From an optimization exercise on the open Yosys and OpenROAD flow, aimed at a short achievable clock period and few clock cycles per item; shortcuts taken in it are not production practice. At most, simulation tests tie the RTL to the original design; equivalence was not proved. Power figures rest on the tool's default switching activity, not on a simulated workload.

==> 06-27 <==
## bitpack_codec
module bitpack_codec (
    input  wire       clk,
    input  wire       rst,
    input  wire       enc_in_valid,
    output wire       enc_in_ready,
    input  wire       enc_in_end,
    input  wire [7:0] enc_in_data,
    output wire       enc_out_valid,
    input  wire       enc_out_ready,
    output wire [7:0] enc_out_data,
    output wire       enc_done,
    output wire       enc_collision,
    input  wire       dec_in_valid,
    output wire       dec_in_ready,
    input  wire       dec_in_eof,
    input  wire [7:0] dec_in_data,
    output wire       dec_out_valid,
    input  wire       dec_out_ready,
    output wire [7:0] dec_out_data,
    output wire       dec_done,
    output wire [2:0] dec_status
);
    compression_encoder_fsm u_enc (
        .clk(clk), .rst(rst),
        .in_valid(enc_in_valid), .in_ready(enc_in_ready),
        .in_end(enc_in_end), .in_data(enc_in_data),
        .out_valid(enc_out_valid), .out_ready(enc_out_ready),
  ...
==> flow/config.mk <==
export PLATFORM = sky130hd
export DESIGN_NAME = bitpack_codec
export DESIGN_NICKNAME = bitpack_codec
export VERILOG_FILES = /design/flow/design.v
export SDC_FILE = /design/flow/constraint.sdc
export NUM_CORES = 4
export LEC_CHECK = 0
export CAP_MARGIN = 20
export CORE_MARGIN = 2
export CORE_UTILIZATION = 40
export SETUP_SLACK_MARGIN = 3.4
export SLEW_MARGIN = 20
export TNS_END_PERCENT = 100
==> flow/constraint.sdc <==
create_clock -name core_clock -period 6.0 [get_ports {clk}]
set_input_delay 1.2000 -clock core_clock [delete_from_list [all_inputs] [get_ports {clk}]]
set_output_delay 1.2000 -clock core_clock [all_outputs]
set_load 0.01 [all_outputs]
run.sh (not shown) runs the stock make flow with config.mk's settings and CLKGATE_MAP_FILE= SYNTH_SCRIPT=/design/flow/synth_recipe.tcl, a recipe that flattens the netlist after the stock synthesis.
==> 03-12: changes against 06-27 <==
--- a/flow/design.v
+++ b/flow/design.v
@@ -24,14 +24,12 @@
     output wire       enc_collision
 );
     localparam Q = 8;
     reg        nrdy;            
     wire       take = in_valid && !nrdy;
     wire [7:0] a_b  = in_end ? 8'h00 : in_data;
-    reg        rst_q;
-    reg        s0n;             
     assign in_ready = !(rst || nrdy);
     reg        h0d, h1d;
     reg  [7:0] h0, h1;
     wire [7:0] opt0, opt1, opt2, opt3;
     bitshift_option_deriver u_odr (
         .od_in(h1), .opt0(opt0), .opt1(opt1), .opt2(opt2), .opt3(opt3)
@@ -132,13 +130,13 @@
             gm = em; gl = b_end;
         end
     end
     wire       glast = gl && !gm[1];
     wire       qpop  = ce && !qe;            
     wire       qpush = push && !(ce && qe);  
-    assign out_valid     = !(rst || s0n);
+    assign out_valid     = s0v && !rst;
     assign out_data      = s0d;
     assign enc_done      = done;
     assign enc_collision = coll;
     always @(posedge clk) begin
         b_lit <= a_b;
         b_op  <= f_op;
@@ -171,14 +169,13 @@
             s0l <= s1v ? s1l : glast;
         end
         if (rd) begin
             s1d <= g0;
             s1l <= glast;
         end
-        rst_q <= rst;
-        if (rst_q) begin
+        if (rst) begin
             nrdy  <= 1'b0;
             h0d   <= 1'b0;
             h1d   <= 1'b0;
             b_v   <= 1'b0;
             b_end <= 1'b0;
             kh    <= 4'b0001;
@@ -187,13 +184,12 @@
             ended <= 1'b0;
             wp    <= 3'd0;
             rp    <= 3'd0;
             qc    <= 4'd0;
             cm    <= 6'd0;
             s0v   <= 1'b0;
-            s0n   <= 1'b1;
             s1v   <= 1'b0;
             done  <= 1'b0;
         end else begin
             if (take && !in_end) begin
                 h0d <= h1d;
                 h1d <= 1'b1;
@@ -211,25 +207,18 @@
             if (qpop)  rp <= rp + 3'd1;
             qc <= qc + {3'd0, qpush} - {3'd0, qpop};
             if (rd)               cm <= {1'b0, gm[5:1]};
             else if (ce && avail) cm <= gm;
             if (!s0v || mv) begin
                 s0v <= s1v || rd;
-                s0n <= !(s1v || rd);
                 s1v <= 1'b0;
             end else if (rd) begin
                 s1v <= 1'b1;
             end
             if (mv && s0l) done <= 1'b1;
         end
-        if (rst) begin
-            nrdy <= 1'b1;
-            s0v  <= 1'b0;
-            s0n  <= 1'b1;
-            done <= 1'b0;
-        end
     end
 endmodule
 module compression_decoder_fsm (
     input  wire       clk,
     input  wire       rst,
     input  wire       in_valid,
@@ -252,48 +241,41 @@
     localparam OP_MODP = 2'b01;
     localparam OP_REP2 = 2'b10;
     localparam OP_REP1 = 2'b11;
     reg        nrdy;
     reg        stopped;
     reg  [2:0] status;
-    reg  [3:0] lm;          
+    reg  [2:0] r;           
     reg        udp;         
     reg        sp;          
     reg        first;       
-    reg        rst_q;
-    reg        s0n;             
     assign in_ready = !(rst || nrdy);
     wire take = in_valid && !nrdy;
     wire [1:0] s0 = in_data[7:6], s1 = in_data[5:4], s2 = in_data[3:2], s3 = in_data[1:0];
     wire       o0 = !sp;
     wire       o1 = !(o0 && s0 == OP_MODP);
     wire       o2 = !(o1 && s1 == OP_MODP);
     wire       o3 = !(o2 && s2 == OP_MODP);
     wire       g0 = o0 && s0 == OP_LIT;
     wire       g1 = o1 && s1 == OP_LIT;
     wire       g2 = o2 && s2 == OP_LIT;
     wire       g3 = o3 && s3 == OP_LIT;
+    wire [2:0] p_nall = {2'b00, g0} + {2'b00, g1} + {2'b00, g2} + {2'b00, g3};
     wire       p_sp   = o3 && s3 == OP_MODP;
     wire       ud0    = first && s0 != OP_LIT;                   
     wire       ud1    = first && s0 == OP_LIT && s1 == OP_REP2;  
-    wire [3:0] p_lm   = ud1 ? 4'b1000 : {g0, g1, g2, g3};
+    wire [2:0] p_nlit = ud1 ? 3'd1 : p_nall;
     wire       q0 = o0, q1 = o1, q2 = o2, q3 = o3 && s3 != OP_MODP;
-    wire       a1 = sp || q0 || q1, a2 = (sp && q0) || (sp && q1) || (q0 && q1), a3 = sp && q0 && q1;
-    wire       b1 = q2 || q3, b2 = q2 && q3;
-    wire [3:0] p_nf = {(a3 && b1) || (a2 && b2),
-                       a3 || (a2 && b1) || (a1 && b2),
-                       a2 || (a1 && b1) || b2,
-                       a1 || b1};
-    wire [3:0] p_m  = ud0 ? 4'b0000 : ud1 ? 4'b0001 : p_nf;
-    wire       is_ctl = (lm == 4'd0);
-    wire [3:0] lm_dec = lm & (lm - 4'd1);    
+    wire [2:0] p_nf = {2'b00, sp} + {2'b00, q0} + {2'b00, q1} + {2'b00, q2} + {2'b00, q3};
+    wire [2:0] p_n  = ud0 ? 3'd0 : ud1 ? 3'd1 : p_nf;
+    wire       is_ctl = (r == 3'd0);
     wire       is_snt = (in_data == 8'h01);
     reg        t_v, t_sp;
     reg  [7:0] t_c;
     reg [15:0] t_f;
-    wire [2:0] t_n = {t_m[3], t_m[1] && !t_m[3], (t_m[0] && !t_m[1]) || (t_m[2] && !t_m[3])};
+    reg  [2:0] t_n;
     reg  [2:0] t_nx;
     always @(*) begin : fields
         reg         skip;
         reg   [1:0] op;
         integer     i;
         t_f = 16'd0; t_nx = 3'd0; skip = t_sp;
@@ -313,34 +295,33 @@
             end else begin
                 t_f[15-4*t_nx -: 4] = {op, 2'b00};
                 t_nx = t_nx + 3'd1;
             end
         end
     end
-    localparam DT = 8;
-    localparam DF = DT + 12;
-    reg  [3:0] fq [0:DF-1];
-    reg  [4:0] fc;
+    reg  [3:0] fq [0:31];
+    reg  [4:0] fwp, frp;
+    reg  [5:0] fc;
     reg        fne;         
-    reg  [7:0] lq [0:DF-1];
-    reg  [4:0] lc;
+    reg  [7:0] lq [0:31];
+    reg  [4:0] lwp, lrp;
+    reg  [5:0] lc;
     reg        lne;         
-    reg  [3:0] t_m;         
     reg  [7:0] p0, p1;
     reg        s0v, s1v;
     reg  [7:0] s0d, s1d;
     reg        done;
     wire [7:0] opt0, opt1, opt2, opt3;
     bitshift_option_deriver u_odr (
         .od_in(p1), .opt0(opt0), .opt1(opt1), .opt2(opt2), .opt3(opt3)
     );
-    wire [3:0] hf    = fq[0];
+    wire [3:0] hf    = fq[frp];
     wire [1:0] h_op  = hf[3:2];
     wire [1:0] h_sel = hf[1:0];
     wire       h_lit = (h_op == OP_LIT);
-    wire [7:0] hl    = lq[0];
+    wire [7:0] hl    = lq[lrp];
     wire       ex    = fne && (!h_lit || lne) && !s1v;
     reg  [7:0] xb;
     always @(*) begin
         case (h_op)
             OP_LIT:  xb = hl;
             OP_REP2: xb = p0;
@@ -352,16 +333,14 @@
                 default: xb = opt3;
             endcase
         endcase
     end
     wire       mv    = s0v && out_ready;
     wire       lpop  = ex && h_lit;
-    wire [4:0] fsum  = fc + {2'b00, t_n & {3{t_v}}};
-    wire [4:0] fc_n  = ex ? fsum - 5'd1 : fsum;
-    wire       fne_n = ex ? (fsum > 5'd1) : (fsum != 5'd0);
-    assign out_valid  = !(rst || s0n);
+    wire [5:0] fc_n  = fc - {5'd0, ex} + (t_v ? {3'd0, t_n} : 6'd0);
+    assign out_valid  = s0v && !rst;
     assign out_data   = s0d;
     assign dec_done   = done;
     assign dec_status = status;
     reg        stop_n;
     reg  [2:0] st_n;
     always @(*) begin
@@ -371,109 +350,94 @@
             if (is_ctl) begin
                 if (in_eof)        begin stop_n = 1'b1; st_n = sp ? ST_EOF_SEL : ST_EOF_CTRL; end
                 else if (is_snt)   begin stop_n = 1'b1; st_n = ST_SENTINEL; end
                 else if (ud0)      begin stop_n = 1'b1; st_n = ST_UNDEF_REF; end
             end else begin
                 if (in_eof)        begin stop_n = 1'b1; st_n = ST_EOF_LIT; end
-                else if (udp)      begin stop_n = 1'b1; st_n = ST_UNDEF_REF; end
+                else if (r == 3'd1 && udp) begin stop_n = 1'b1; st_n = ST_UNDEF_REF; end
             end
         end
     end
     wire       tok_ctl = take && is_ctl && !in_eof && !is_snt;
     wire       tok_lit = take && !is_ctl && !in_eof;
-    wire [3:0] lm_n    = tok_ctl ? p_lm : (tok_lit ? lm_dec : lm);
-    wire       ctl_n   = tok_ctl ? !(g0 || g1 || g2 || g3) : (tok_lit ? (lm_dec == 4'd0) : is_ctl);
-    wire [4:0] lc_p    = lpop ? lc - 5'd1 : lc;
-    wire [4:0] lc_n    = tok_lit ? lc_p + 5'd1 : lc_p;
-    wire       lne_n   = tok_lit || (lpop ? (lc > 5'd1) : (lc != 5'd0));
-    reg  [3:0] fq_d [0:DF-1];
-    always @(*) begin : fqd
-        integer jj, ii;
-        reg hit;
-        for (jj = 0; jj < DF; jj = jj + 1) begin
-            fq_d[jj] = (ex && jj < DF - 1) ? fq[jj+1] : fq[jj];
-            hit = 1'b0;
-            for (ii = 0; ii < 4; ii = ii + 1) begin
-                if (!hit && t_m[ii] && (ex ? (fc == jj + 1 - ii) : (fc == jj - ii))) begin
-                    fq_d[jj] = t_f[15-4*ii -: 4];
-                    hit = 1'b1;
-                end
-            end
-        end
-    end
+    wire [2:0] r_n     = tok_ctl ? p_nlit : (tok_lit ? r - 3'd1 : r);
+    wire [5:0] lc_n    = lc - {5'd0, lpop} + {5'd0, tok_lit};
+    wire [4:0] fw0 = fwp;
+    wire [4:0] fw1 = fwp + 5'd1;
+    wire [4:0] fw2 = fwp + 5'd2;
+    wire [4:0] fw3 = fwp + 5'd3;
     integer j;
     always @(posedge clk) begin
         t_c     <= in_data;
         t_sp    <= sp;
-        t_m     <= p_m & {4{tok_ctl}};
-        for (j = 0; j < DF; j = j + 1) begin
-            fq[j] <= fq_d[j];
-            if (lpop ? (lc == j + 1) : (lc == j))
-                lq[j] <= in_data;
-            else if (lpop && j < DF - 1)
-                lq[j] <= lq[j+1];
+        t_n     <= p_n;
+        for (j = 0; j < 32; j = j + 1) begin
+            if (t_v && t_n > 3'd0 && fw0 == j)       fq[j] <= t_f[15:12];
+            else if (t_v && t_n > 3'd1 && fw1 == j)  fq[j] <= t_f[11:8];
+            else if (t_v && t_n > 3'd2 && fw2 == j)  fq[j] <= t_f[7:4];
+            else if (t_v && t_n > 3'd3 && fw3 == j)  fq[j] <= t_f[3:0];
         end
+        lq[lwp] <= in_data;
         if (ex) begin
             p0 <= p1;
             p1 <= xb;
         end
         if (!s0v || mv)
             s0d <= s1v ? s1d : xb;
         if (ex)
             s1d <= xb;
-        rst_q <= rst;
-        if (rst_q) begin
+        if (rst) begin
             nrdy    <= 1'b0;
             stopped <= 1'b0;
             status  <= ST_NONE;
-            lm      <= 4'd0;
+            r       <= 3'd0;
             udp     <= 1'b0;
             sp      <= 1'b0;
             first   <= 1'b1;
             t_v     <= 1'b0;
-            fc      <= 5'd0;
+            fwp     <= 5'd0;
+            frp     <= 5'd0;
+            fc      <= 6'd0;
             fne     <= 1'b0;
-            lc      <= 5'd0;
+            lwp     <= 5'd0;
+            lrp     <= 5'd0;
+            lc      <= 6'd0;
             lne     <= 1'b0;
             s0v     <= 1'b0;
-            s0n     <= 1'b1;
             s1v     <= 1'b0;
             done    <= 1'b0;
         end else begin
             t_v <= tok_ctl;
             if (tok_ctl) begin
                 udp   <= ud1;
                 sp    <= p_sp;
                 first <= 1'b0;
             end
-            lm <= lm_n;
+            r <= r_n;
             if (stop_n) begin
                 stopped <= 1'b1;
                 status  <= st_n;
             end
-            nrdy <= stopped || stop_n || (ctl_n && fc > DT);
+            nrdy <= stopped || stop_n || (r_n == 3'd0 && fc > 6'd16);
+            if (t_v) fwp <= fwp + {2'b00, t_n};
+            if (ex)  frp <= frp + 5'd1;
             fc  <= fc_n;
-            fne <= fne_n;
+            fne <= (fc > 6'd1) || (fc == 6'd1 && !ex) || (t_v && t_n != 3'd0);
+            if (tok_lit) lwp <= lwp + 5'd1;
+            if (lpop)    lrp <= lrp + 5'd1;
             lc  <= lc_n;
-            lne <= lne_n;
+            lne <= (lc > 6'd1) || (lc == 6'd1 && !lpop) || tok_lit;
             if (!s0v || mv) begin
                 s0v <= s1v || ex;
-                s0n <= !(s1v || ex);
                 s1v <= 1'b0;
             end else if (ex) begin
                 s1v <= 1'b1;
             end
             if (stopped && !t_v && (!fne || (h_lit && !lne)) && !s1v && (!s0v || mv))
                 done <= 1'b1;
         end
-        if (rst) begin
-            nrdy <= 1'b1;
-            s0v  <= 1'b0;
-            s0n  <= 1'b1;
-            done <= 1'b0;
-        end
     end
 endmodule
 module bitpack_codec (
     input  wire       clk,
     input  wire       rst,
     input  wire       enc_in_valid,
Settings changed: ABC_CLOCK_PERIOD_IN_PS set to 2000, SETUP_SLACK_MARGIN 3.4 to 3.2, TNS_END_PERCENT 100 to not set.
==> 03-28: changes against 06-27 <==
--- a/flow/design.v
+++ b/flow/design.v
@@ -172,39 +172,42 @@
         end
         if (rd) begin
             s1d <= g0;
             s1l <= glast;
         end
         rst_q <= rst;
-        if (rst_q) begin
+        if (rst) begin
             nrdy  <= 1'b0;
             h0d   <= 1'b0;
             h1d   <= 1'b0;
             b_v   <= 1'b0;
             b_end <= 1'b0;
+            ended <= 1'b0;
+        end else begin
+            if (take && !in_end) begin
+                h0d <= h1d;
+                h1d <= 1'b1;
+            end
+            b_v   <= take && !in_end;
+            b_end <= take && in_end;
+            if (take && in_end) ended <= 1'b1;
+            nrdy  <= ended || (take && in_end) || (qc > 4'd4 && !rst_q);
+        end
+        if (rst_q) begin
             kh    <= 4'b0001;
             lt    <= 3'b000;
             coll  <= 1'b0;
-            ended <= 1'b0;
             wp    <= 3'd0;
             rp    <= 3'd0;
             qc    <= 4'd0;
             cm    <= 6'd0;
             s0v   <= 1'b0;
             s0n   <= 1'b1;
             s1v   <= 1'b0;
             done  <= 1'b0;
         end else begin
-            if (take && !in_end) begin
-                h0d <= h1d;
-                h1d <= 1'b1;
-            end
-            b_v   <= take && !in_end;
-            b_end <= take && in_end;
-            if (take && in_end) ended <= 1'b1;
-            nrdy  <= ended || (take && in_end) || (qc > 4'd4);
             if (b_v) begin
                 kh <= b_fm ? {kh[1:0], kh[3:2]} : {kh[2:0], kh[3]};
                 lt <= kfull ? 3'b000 : nlt[2:0];
             end
             if (flush && ctrl1 == 8'h01) coll <= 1'b1;
             if (qpush) wp <= wp + 3'd1;
@@ -219,13 +222,12 @@
             end else if (rd) begin
                 s1v <= 1'b1;
             end
             if (mv && s0l) done <= 1'b1;
         end
         if (rst) begin
-            nrdy <= 1'b1;
             s0v  <= 1'b0;
             s0n  <= 1'b1;
             done <= 1'b0;
         end
     end
 endmodule
@@ -330,18 +332,21 @@
     reg  [7:0] s0d, s1d;
     reg        done;
     wire [7:0] opt0, opt1, opt2, opt3;
     bitshift_option_deriver u_odr (
         .od_in(p1), .opt0(opt0), .opt1(opt1), .opt2(opt2), .opt3(opt3)
     );
-    wire [3:0] hf    = fq[0];
+    reg  [3:0] t_h;         
+    wire [3:0] hf    = fne ? fq[0] : t_h;
+    wire       hv    = fne || (t_v && t_m[0]);
     wire [1:0] h_op  = hf[3:2];
     wire [1:0] h_sel = hf[1:0];
     wire       h_lit = (h_op == OP_LIT);
     wire [7:0] hl    = lq[0];
-    wire       ex    = fne && (!h_lit || lne) && !s1v;
+    wire       ex    = hv && (!h_lit || lne) && !s1v;
+    wire       fpq   = hv && h_lit && !lne && !s1v;
     reg  [7:0] xb;
     always @(*) begin
         case (h_op)
             OP_LIT:  xb = hl;
             OP_REP2: xb = p0;
             OP_REP1: xb = p1;
@@ -353,14 +358,14 @@
             endcase
         endcase
     end
     wire       mv    = s0v && out_ready;
     wire       lpop  = ex && h_lit;
     wire [4:0] fsum  = fc + {2'b00, t_n & {3{t_v}}};
-    wire [4:0] fc_n  = ex ? fsum - 5'd1 : fsum;
-    wire       fne_n = ex ? (fsum > 5'd1) : (fsum != 5'd0);
+    wire [4:0] fc_n  = exf ? fsum - 5'd1 : fsum;
+    wire       fne_n = exf ? (fsum > 5'd1) : (fsum != 5'd0);
     assign out_valid  = !(rst || s0n);
     assign out_data   = s0d;
     assign dec_done   = done;
     assign dec_status = status;
     reg        stop_n;
     reg  [2:0] st_n;
@@ -379,97 +384,103 @@
         end
     end
     wire       tok_ctl = take && is_ctl && !in_eof && !is_snt;
     wire       tok_lit = take && !is_ctl && !in_eof;
     wire [3:0] lm_n    = tok_ctl ? p_lm : (tok_lit ? lm_dec : lm);
     wire       ctl_n   = tok_ctl ? !(g0 || g1 || g2 || g3) : (tok_lit ? (lm_dec == 4'd0) : is_ctl);
+    wire       fp      = fpq && tok_lit && (!s0v || mv);
+    wire       exf     = ex || fp;
+    wire       lpush   = tok_lit && !fp;
     wire [4:0] lc_p    = lpop ? lc - 5'd1 : lc;
-    wire [4:0] lc_n    = tok_lit ? lc_p + 5'd1 : lc_p;
-    wire       lne_n   = tok_lit || (lpop ? (lc > 5'd1) : (lc != 5'd0));
+    wire [4:0] lc_n    = lpush ? lc_p + 5'd1 : lc_p;
+    wire       lne_n   = lpush || (lpop ? (lc > 5'd1) : (lc != 5'd0));
     reg  [3:0] fq_d [0:DF-1];
     always @(*) begin : fqd
         integer jj, ii;
         reg hit;
         for (jj = 0; jj < DF; jj = jj + 1) begin
-            fq_d[jj] = (ex && jj < DF - 1) ? fq[jj+1] : fq[jj];
+            fq_d[jj] = (exf && jj < DF - 1) ? fq[jj+1] : fq[jj];
             hit = 1'b0;
             for (ii = 0; ii < 4; ii = ii + 1) begin
-                if (!hit && t_m[ii] && (ex ? (fc == jj + 1 - ii) : (fc == jj - ii))) begin
+                if (!hit && t_m[ii] && (exf ? (fc == jj + 1 - ii) : (fc == jj - ii))) begin
                     fq_d[jj] = t_f[15-4*ii -: 4];
                     hit = 1'b1;
                 end
             end
         end
     end
     integer j;
     always @(posedge clk) begin
         t_c     <= in_data;
         t_sp    <= sp;
         t_m     <= p_m & {4{tok_ctl}};
+        t_h     <= sp ? {OP_MODP, s0} : {s0, (s0 == OP_MODP) ? s1 : 2'b00};
         for (j = 0; j < DF; j = j + 1) begin
             fq[j] <= fq_d[j];
             if (lpop ? (lc == j + 1) : (lc == j))
                 lq[j] <= in_data;
             else if (lpop && j < DF - 1)
                 lq[j] <= lq[j+1];
         end
-        if (ex) begin
+        if (exf) begin
             p0 <= p1;
-            p1 <= xb;
+            p1 <= fp ? in_data : xb;
         end
         if (!s0v || mv)
-            s0d <= s1v ? s1d : xb;
+            s0d <= s1v ? s1d : (fp ? in_data : xb);
         if (ex)
             s1d <= xb;
         rst_q <= rst;
-        if (rst_q) begin
+        if (rst) begin
             nrdy    <= 1'b0;
             stopped <= 1'b0;
             status  <= ST_NONE;
             lm      <= 4'd0;
             udp     <= 1'b0;
             sp      <= 1'b0;
             first   <= 1'b1;
             t_v     <= 1'b0;
-            fc      <= 5'd0;
-            fne     <= 1'b0;
-            lc      <= 5'd0;
-            lne     <= 1'b0;
-            s0v     <= 1'b0;
-            s0n     <= 1'b1;
-            s1v     <= 1'b0;
-            done    <= 1'b0;
         end else begin
             t_v <= tok_ctl;
             if (tok_ctl) begin
                 udp   <= ud1;
                 sp    <= p_sp;
                 first <= 1'b0;
             end
             lm <= lm_n;
             if (stop_n) begin
                 stopped <= 1'b1;
                 status  <= st_n;
             end
-            nrdy <= stopped || stop_n || (ctl_n && fc > DT);
+            nrdy <= stopped || stop_n || (ctl_n && fc > DT && !rst_q);
+        end
+        if (rst_q) begin
+            fc      <= 5'd0;
+            fne     <= 1'b0;
+            lc      <= 5'd0;
+            lne     <= 1'b0;
+            s0v     <= 1'b0;
+            s0n     <= 1'b1;
+            s1v     <= 1'b0;
+            done    <= 1'b0;
+        end else begin
             fc  <= fc_n;
             fne <= fne_n;
             lc  <= lc_n;
             lne <= lne_n;
             if (!s0v || mv) begin
-                s0v <= s1v || ex;
-                s0n <= !(s1v || ex);
+                s0v <= s1v || exf;
+                s0n <= !(s1v || exf);
                 s1v <= 1'b0;
             end else if (ex) begin
                 s1v <= 1'b1;
             end
             if (stopped && !t_v && (!fne || (h_lit && !lne)) && !s1v && (!s0v || mv))
                 done <= 1'b1;
         end
         if (rst) begin
-            nrdy <= 1'b1;
             s0v  <= 1'b0;
             s0n  <= 1'b1;
             done <= 1'b0;
         end
     end
 endmodule
==> comparison table <==
metric	06-27	03-28	03-12
Result of the run	finished clean	finished clean	finished clean
Critical path startpoint	rst	dec_in_valid	u_dec.frp[0]$_SDFFE_PP0N_
Routed vias	26.7k	27.5k	31.2k
Simple-gate portion of the synthesized area	9.33%	9.06%	8.86%
Final design utilization	47.7%	50.9%	47.7%
Filler cell count in the final layout	8411	8115	9978
Worst hold slack	447 ps	455 ps	450 ps
Power density cells	401 nW/um^2	417 nW/um^2	403 nW/um^2
Count of plain and timing-repair buffers	208	335	217
Maximum fanout along the worst path	5	6	4
CTS sink count	865	877	1031
Clock network share of area	6.61%	5.96%	6.42%
Post-synthesis instance area	40000 um^2	39900 um^2	47100 um^2
Routed wl met3	9980 um	8960 um	12800 um
Met2 demand-to-capacity share in global routing	34.1%	35.1%	33.2%
Register area share after synthesis	62.5%	63.5%	63.2%
Master of the slowest instance on the critical path	sky130_fd_sc_hd__buf_12	sky130_fd_sc_hd__a222oi_1	sky130_fd_sc_hd__or4_4
Yosys top cell area share	57.8%	58.5%	58.3%
Testbench counts of 03-28, summed over its fixed seeds: cycles 55,685, items 54,748.
Only the layout flow was run in 06-27 and 03-12; the RTL was not checked for function there.

separate check: timing with driven ports:
Ports are ideal in the flow. The routed layouts listed here were re-timed in OpenROAD. Step 1, drivers: a clkbuf_16 drives clk and a buf_2 each remaining input, both assumed. Step 2, shift: input delay + t, output delay - t, t = (earliest + latest rising clock arrival at the registers) / 2. This alone moves slack from input paths to output paths. a / b / c = no drivers / after step 1 / after step 2; a / b = the first two.
| run | shift t [ns] | setup slack, ns | pins driven straight from the clock port |
|---|---|---|---|
| 06-27 | 0.745 | 3.251 / 3.205 / 2.797 | 1 |
| 03-12 | 0.737 | 2.253 / 2.253 / 2.253 | 1 |
| 03-28 | 0.724 | 2.992 / 3.020 / 2.296 | 1 |
After both steps setup and hold are still met in every run listed. The setup slack of 03-28, which loses most, moves by +0.028 ns with the drivers and by -0.696 ns with both steps.
